Background: an optimization exercise with open tools, aiming at small area, a short achievable clock period and few clock cycles. Do not read the settings as production practice.
RTL that was checked went through simulation tests only; none was proved equivalent to the original.
Power and IR drop assume default switching activity.

==> job 9931 <==
// gld
module gld (
  input  wire        clk,
  input  wire        rst,
  input  wire        cmd_valid,
  output wire        cmd_ready,
  input  wire [39:0] cmd_word,
  output wire        ch_we,
  output wire [1:0]  ch_idx,
  output reg  [15:0] ch_val,
  output wire        tx_query,
  output wire        rx_release,
  output wire        hs_done,
  output wire        hs_ok,
  output wire        rsp_valid,
  output reg  [31:0] rsp_data,
  output wire        dbg_byte_valid,
  output wire [7:0]  dbg_byte
);
Settings: LEC_CHECK=0, CAP_MARGIN=20, CORE_MARGIN=2, CORE_UTILIZATION=65, SETUP_SLACK_MARGIN=4.0, SLEW_MARGIN=20; clock period 8.0 ns.
standard.sh (not shown) runs the stock make flow with config.mk's settings and CLKGATE_MAP_FILE= SYNTH_SCRIPT=/design/flow/synth_recipe.tcl, a recipe that flattens the netlist after the stock synthesis.
==> flow/flow/run.sh <==
#!/bin/bash
# Standard layout (the standard.sh: standard synthesis, floorplan, place, CTS, route),
# with two changes to how the layout is made:
#  - sizing may swap a cell for one of another footprint (MATCH_CELL_FOOTPRINT=0), so the
#    resizer can upsize weak drivers instead of only adding buffers;
#  - ports are buffered with sky130_fd_sc_hd__buf_2 rather than the default delay-type buffer.
# All output of make (and of the tools it runs) goes to flow_make.log here; ORFS's own per-step
# logs are under orfs/logs/.
set -euo pipefail
bash standard.sh MATCH_CELL_FOOTPRINT=0 "BUFFER_PORTS_ARGS=-buffer_cell sky130_fd_sc_hd__buf_2" finish > flow_make.log 2>&1
==> job 5393: changes against job 9931 <==
--- a/flow/design.v
+++ b/flow/design.v
@@ -13,17 +13,19 @@
   output wire        hs_ok,
   output wire        rsp_valid,
   output reg  [31:0] rsp_data,
   output wire        dbg_byte_valid,
   output wire [7:0]  dbg_byte
 );
   localparam [15:0] CRC_HDR = 16'hEBA0;    
   reg [2:0]  fstate;
-  reg [2:0]  cursor;
+  reg [7:0]  coh;           
+  wire [2:0] cursor = {coh[4] | coh[5] | coh[6] | coh[7], coh[2] | coh[3] | coh[6] | coh[7],
+                       coh[1] | coh[3] | coh[5] | coh[7]};
   reg [7:0]  acc;
   reg        hdr;           
   reg [7:0]  id, len, didx;
   reg [15:0] ck;
   reg        ckidx;
   reg [31:0] accept_cnt, reject_cnt;
   reg        rx_en;
   reg [1:0]  hs_state;
@@ -136,32 +138,32 @@
       for (a = 0; a <= m; a = a + 1)
         s_n[m] = s_n[m] | (tl[a] & th[m - a]);
     end
     for (m = 0; m < 8; m = m + 1)
       pat_n[m] = ~tl[m + 1] & s_n[m + 1];
   end
   wire       ra_ok = (wa <= 16'd10);
   wire [10:0] ra_n = ra_ok ? (11'd1 << wa[3:0]) : 11'd0;
-  wire [7:0] b = acc | (p_pat << cursor);
-  reg        done;          
+  wire [8:0] plen_t = {p_len, 1'b1};                      
+  reg  [7:0] b, coh_adv;
+  reg        done;
+  integer bi, bj;
   always @* begin
-    case (cursor)
-      3'd0: done = p_len[8];
-      3'd1: done = p_len[7];
-      3'd2: done = p_len[6];
-      3'd3: done = p_len[5];
-      3'd4: done = p_len[4];
-      3'd5: done = p_len[3];
-      3'd6: done = p_len[2];
-      default: done = p_len[1];
-    endcase
+    done = 1'b0;
+    for (bi = 0; bi < 8; bi = bi + 1) begin
+      b[bi]       = acc[bi];
+      coh_adv[bi] = 1'b0;
+      done        = done | (coh[bi] & plen_t[8 - bi]);
+      for (bj = 0; bj <= bi; bj = bj + 1) begin
+        b[bi]       = b[bi] | (coh[bj] & p_pat[bi - bj]);
+        coh_adv[bi] = coh_adv[bi] | (coh[bj] & plen_t[bi - bj] & ~plen_t[bi - bj + 1]);
+      end
+    end
   end
-  wire [2:0] plen3 = {p_len[4], p_len[6] | (p_len[2] & ~p_len[4]),
-                      (p_len[1] & ~p_len[2]) | (p_len[3] & ~p_len[4]) | (p_len[5] & ~p_len[6]) | (p_len[7] & ~p_len[8])};
   wire       fire    = p_pe & done;
   wire       val_hi  = fire & (fstate == 3'd5) & ckidx;            
   wire       crc_ok  = lo_ok & (crc[15:8] == b);
   wire       val_ok  = val_hi & crc_ok;
   wire       val_bad = val_hi & ~crc_ok;
   function [31:0] inc32;
     input [31:0] q;
     input        e;
@@ -248,27 +250,28 @@
         crc <= crc_step(crc, b);
     end
   end
   always @(posedge clk) begin
     p_pat <= pat_n;
     p_len <= s_n;
     p_ra  <= ra_n;
   end
-  reg [2:0]  fstate_n, cursor_n;
+  reg [2:0]  fstate_n;
+  reg [7:0]  coh_n;
   reg [7:0]  acc_n, id_n, len_n, didx_n;
   reg        hdr_n, ckidx_n, rx_en_n, presence_n, cmd_err_n, rec_n, lo_ok_n;
   reg [15:0] ck_n, unit_n;
   reg [1:0]  hs_state_n;
   reg [6:0]  hs_count_n;
   reg        disp_n, hsfail_n;
   reg [1:0]  di_n;
   always @* begin
     fstate_n   = fstate;
-    cursor_n   = cursor;
+    coh_n      = coh;
     acc_n      = acc;
     hdr_n      = hdr;
     id_n       = id;
     len_n      = len;
     didx_n     = didx;
     ck_n       = ck;
     ckidx_n    = ckidx;
     rx_en_n    = rx_en;
@@ -284,22 +287,22 @@
     hsfail_n   = 1'b0;
     if (disp) begin
       di_n = di + 2'd1;
       if (di == 2'd3)
         disp_n = 1'b0;
     end
     if (p_burst) begin
       acc_n    = 8'd0;
-      cursor_n = 3'd0;
+      coh_n    = 8'd1;
     end
     if (p_pe) begin
       if (done) begin
         acc_n    = 8'd0;
-        cursor_n = 3'd0;
+        coh_n    = 8'd1;
         case (fstate)
           3'd0: begin
             if (b == 8'h55) begin
               hdr_n    = 1'b1;
               fstate_n = 3'd1;
             end
           end
           3'd1: begin
@@ -344,29 +347,29 @@
                   di_n   = 2'd0;
                 end
               end
             end
           end
         endcase
       end else begin
         acc_n    = b;
-        cursor_n = cursor + plen3;
+        coh_n    = coh_adv;
       end
     end
     if (p_hsstart) begin
       fstate_n   = 3'd0;
       hdr_n      = 1'b0;
       id_n       = 8'd0;
       len_n      = 8'd0;
       didx_n     = 8'd0;
       ck_n       = 16'd0;
       ckidx_n    = 1'b0;
       acc_n      = 8'd0;
-      cursor_n   = 3'd0;
+      coh_n      = 8'd1;
       presence_n = 1'b0;
       hs_count_n = 7'd0;
       hs_state_n = 2'd1;
       rx_en_n    = 1'b1;
       rec_n      = 1'b0;
     end
     if (p_hstick & (hs_state == 2'd1)) begin
       hs_count_n = hs_count + 7'd1;
@@ -393,17 +396,17 @@
         end else
           cmd_err_n = 1'b1;
       end
     end
   end
   always @(posedge clk) begin
     if (rst) begin
       fstate     <= 3'd0;
-      cursor     <= 3'd0;
+      coh        <= 8'd1;
       acc        <= 8'd0;
       hdr        <= 1'b0;
       id         <= 8'd0;
       len        <= 8'd0;
       didx       <= 8'd0;
       ck         <= 16'd0;
       ckidx      <= 1'b0;
       accept_cnt <= 32'd0;
@@ -426,17 +429,17 @@
       p_hstick   <= 1'b0;
       p_rd       <= 1'b0;
       disp       <= 1'b0;
       di         <= 2'd0;
       hold       <= 1'b0;
       hsfail     <= 1'b0;
     end else begin
       fstate     <= fstate_n;
-      cursor     <= cursor_n;
+      coh        <= coh_n;
       acc        <= acc_n;
       hdr        <= hdr_n;
       id         <= id_n;
       len        <= len_n;
       didx       <= didx_n;
       ck         <= ck_n;
       ckidx      <= ckidx_n;
       accept_cnt <= p_hsstart ? 32'd0 : inc32(accept_cnt, val_ok);
- ABC_AREA: not set -> 1
- CTS_CLUSTER_DIAMETER: not set -> 120
- CTS_CLUSTER_SIZE: not set -> 25
==> job 6446: changes against job 9931 <==
--- a/flow/design.v
+++ b/flow/design.v
@@ -13,17 +13,19 @@
   output wire        hs_ok,
   output wire        rsp_valid,
   output reg  [31:0] rsp_data,
   output wire        dbg_byte_valid,
   output wire [7:0]  dbg_byte
 );
   localparam [15:0] CRC_HDR = 16'hEBA0;    
   reg [2:0]  fstate;
-  reg [2:0]  cursor;
+  reg [7:0]  coh;           
+  wire [2:0] cursor = {coh[4] | coh[5] | coh[6] | coh[7], coh[2] | coh[3] | coh[6] | coh[7],
+                       coh[1] | coh[3] | coh[5] | coh[7]};
   reg [7:0]  acc;
   reg        hdr;           
   reg [7:0]  id, len, didx;
   reg [15:0] ck;
   reg        ckidx;
   reg [31:0] accept_cnt, reject_cnt;
   reg        rx_en;
   reg [1:0]  hs_state;
@@ -136,32 +138,32 @@
       for (a = 0; a <= m; a = a + 1)
         s_n[m] = s_n[m] | (tl[a] & th[m - a]);
     end
     for (m = 0; m < 8; m = m + 1)
       pat_n[m] = ~tl[m + 1] & s_n[m + 1];
   end
   wire       ra_ok = (wa <= 16'd10);
   wire [10:0] ra_n = ra_ok ? (11'd1 << wa[3:0]) : 11'd0;
-  wire [7:0] b = acc | (p_pat << cursor);
-  reg        done;          
+  wire [8:0] plen_t = {p_len, 1'b1};                      
+  reg  [7:0] b, coh_adv;
+  reg        done;
+  integer bi, bj;
   always @* begin
-    case (cursor)
-      3'd0: done = p_len[8];
-      3'd1: done = p_len[7];
-      3'd2: done = p_len[6];
-      3'd3: done = p_len[5];
-      3'd4: done = p_len[4];
-      3'd5: done = p_len[3];
-      3'd6: done = p_len[2];
-      default: done = p_len[1];
-    endcase
+    done = 1'b0;
+    for (bi = 0; bi < 8; bi = bi + 1) begin
+      b[bi]       = acc[bi];
+      coh_adv[bi] = 1'b0;
+      done        = done | (coh[bi] & plen_t[8 - bi]);
+      for (bj = 0; bj <= bi; bj = bj + 1) begin
+        b[bi]       = b[bi] | (coh[bj] & p_pat[bi - bj]);
+        coh_adv[bi] = coh_adv[bi] | (coh[bj] & plen_t[bi - bj] & ~plen_t[bi - bj + 1]);
+      end
+    end
   end
-  wire [2:0] plen3 = {p_len[4], p_len[6] | (p_len[2] & ~p_len[4]),
-                      (p_len[1] & ~p_len[2]) | (p_len[3] & ~p_len[4]) | (p_len[5] & ~p_len[6]) | (p_len[7] & ~p_len[8])};
   wire       fire    = p_pe & done;
   wire       val_hi  = fire & (fstate == 3'd5) & ckidx;            
   wire       crc_ok  = lo_ok & (crc[15:8] == b);
   wire       val_ok  = val_hi & crc_ok;
   wire       val_bad = val_hi & ~crc_ok;
   function [31:0] inc32;
     input [31:0] q;
     input        e;
@@ -248,27 +250,28 @@
         crc <= crc_step(crc, b);
     end
   end
   always @(posedge clk) begin
     p_pat <= pat_n;
     p_len <= s_n;
     p_ra  <= ra_n;
   end
-  reg [2:0]  fstate_n, cursor_n;
+  reg [2:0]  fstate_n;
+  reg [7:0]  coh_n;
   reg [7:0]  acc_n, id_n, len_n, didx_n;
   reg        hdr_n, ckidx_n, rx_en_n, presence_n, cmd_err_n, rec_n, lo_ok_n;
   reg [15:0] ck_n, unit_n;
   reg [1:0]  hs_state_n;
   reg [6:0]  hs_count_n;
   reg        disp_n, hsfail_n;
   reg [1:0]  di_n;
   always @* begin
     fstate_n   = fstate;
-    cursor_n   = cursor;
+    coh_n      = coh;
     acc_n      = acc;
     hdr_n      = hdr;
     id_n       = id;
     len_n      = len;
     didx_n     = didx;
     ck_n       = ck;
     ckidx_n    = ckidx;
     rx_en_n    = rx_en;
@@ -284,22 +287,22 @@
     hsfail_n   = 1'b0;
     if (disp) begin
       di_n = di + 2'd1;
       if (di == 2'd3)
         disp_n = 1'b0;
     end
     if (p_burst) begin
       acc_n    = 8'd0;
-      cursor_n = 3'd0;
+      coh_n    = 8'd1;
     end
     if (p_pe) begin
       if (done) begin
         acc_n    = 8'd0;
-        cursor_n = 3'd0;
+        coh_n    = 8'd1;
         case (fstate)
           3'd0: begin
             if (b == 8'h55) begin
               hdr_n    = 1'b1;
               fstate_n = 3'd1;
             end
           end
           3'd1: begin
@@ -344,29 +347,29 @@
                   di_n   = 2'd0;
                 end
               end
             end
           end
         endcase
       end else begin
         acc_n    = b;
-        cursor_n = cursor + plen3;
+        coh_n    = coh_adv;
       end
     end
     if (p_hsstart) begin
       fstate_n   = 3'd0;
       hdr_n      = 1'b0;
       id_n       = 8'd0;
       len_n      = 8'd0;
       didx_n     = 8'd0;
       ck_n       = 16'd0;
       ckidx_n    = 1'b0;
       acc_n      = 8'd0;
-      cursor_n   = 3'd0;
+      coh_n      = 8'd1;
       presence_n = 1'b0;
       hs_count_n = 7'd0;
       hs_state_n = 2'd1;
       rx_en_n    = 1'b1;
       rec_n      = 1'b0;
     end
     if (p_hstick & (hs_state == 2'd1)) begin
       hs_count_n = hs_count + 7'd1;
@@ -393,17 +396,17 @@
         end else
           cmd_err_n = 1'b1;
       end
     end
   end
   always @(posedge clk) begin
     if (rst) begin
       fstate     <= 3'd0;
-      cursor     <= 3'd0;
+      coh        <= 8'd1;
       acc        <= 8'd0;
       hdr        <= 1'b0;
       id         <= 8'd0;
       len        <= 8'd0;
       didx       <= 8'd0;
       ck         <= 16'd0;
       ckidx      <= 1'b0;
       accept_cnt <= 32'd0;
@@ -426,17 +429,17 @@
       p_hstick   <= 1'b0;
       p_rd       <= 1'b0;
       disp       <= 1'b0;
       di         <= 2'd0;
       hold       <= 1'b0;
       hsfail     <= 1'b0;
     end else begin
       fstate     <= fstate_n;
-      cursor     <= cursor_n;
+      coh        <= coh_n;
       acc        <= acc_n;
       hdr        <= hdr_n;
       id         <= id_n;
       len        <= len_n;
       didx       <= didx_n;
       ck         <= ck_n;
       ckidx      <= ckidx_n;
       accept_cnt <= p_hsstart ? 32'd0 : inc32(accept_cnt, val_ok);
- CTS_CLUSTER_DIAMETER: not set -> 120
- CTS_CLUSTER_SIZE: not set -> 25
- SETUP_SLACK_MARGIN: 4.0 -> 4.4
==> summary of the runs <==
- In job 5393 the flip-flop and latch count is higher than in job 9931, by 5.
- Sequential share of layout area, highest first: job 9931, job 5393, job 6446.
- Job 6446 finished clean. Job 9931 produced a clean layout. Job 5393 completed without violations.
- Global-route usage: job 6446 is lower than job 9931 (0.98 points).
- The lowest combinational power belongs to job 9931, the highest to job 5393.
- Fmax: job 5393 < job 9931 < job 6446.
- Core utilization: job 5393 < job 9931 < job 6446.
- The lowest non-clock buffer count belongs to job 5393, the highest to job 6446.
Testbench counts of job 5393, summed over its fixed seeds: cycles 7,334.
Testbench counts of job 6446, summed over its fixed seeds: cycles 7,334.
No functional check of the RTL was part of job 9931.

separate check: timing with driven ports:
No port has a modelled driver above. Below, the same layouts with a new extraction and two added sets of constraints. Step 1 (the two cells are an assumption about what drives the block):
set clk [get_ports {clk}]
set_driving_cell -lib_cell sky130_fd_sc_hd__clkbuf_16 $clk
set_driving_cell -lib_cell sky130_fd_sc_hd__buf_2 [delete_from_list [all_inputs] $clk]
Step 2 adds t to the input delays and takes it off the output delays; t is the mean of the earliest and latest rising clock arrival at the registers after step 1. Input paths then give back, and output paths get back, about the clock's delay inside the block. a / b / c = ideal ports / drivers / drivers and shift; a / b = the first two.
| run | t, ns | setup WS [ns] | worst setup path after step 2 | clock arrival spread, ns | worst register clock-pin slew, ns |
|---|---|---|---|---|---|
| job 9931 | 0.590 | 4.032 / 3.976 / 3.494 | input to register | 0.020 / 0.020 | 0.07 / 0.07 |
| job 5393 | 0.575 | 3.981 / 3.926 / 3.713 | input to register | 0.030 / 0.030 | 0.11 / 0.11 |
| job 6446 | 0.582 | 4.202 / 4.145 / 3.693 | input to register | 0.022 / 0.022 | 0.11 / 0.11 |
After both steps every run listed still meets setup and hold. The setup slack of job 9931, which loses most, moves by -0.056 ns with the drivers and by -0.538 ns with both steps.
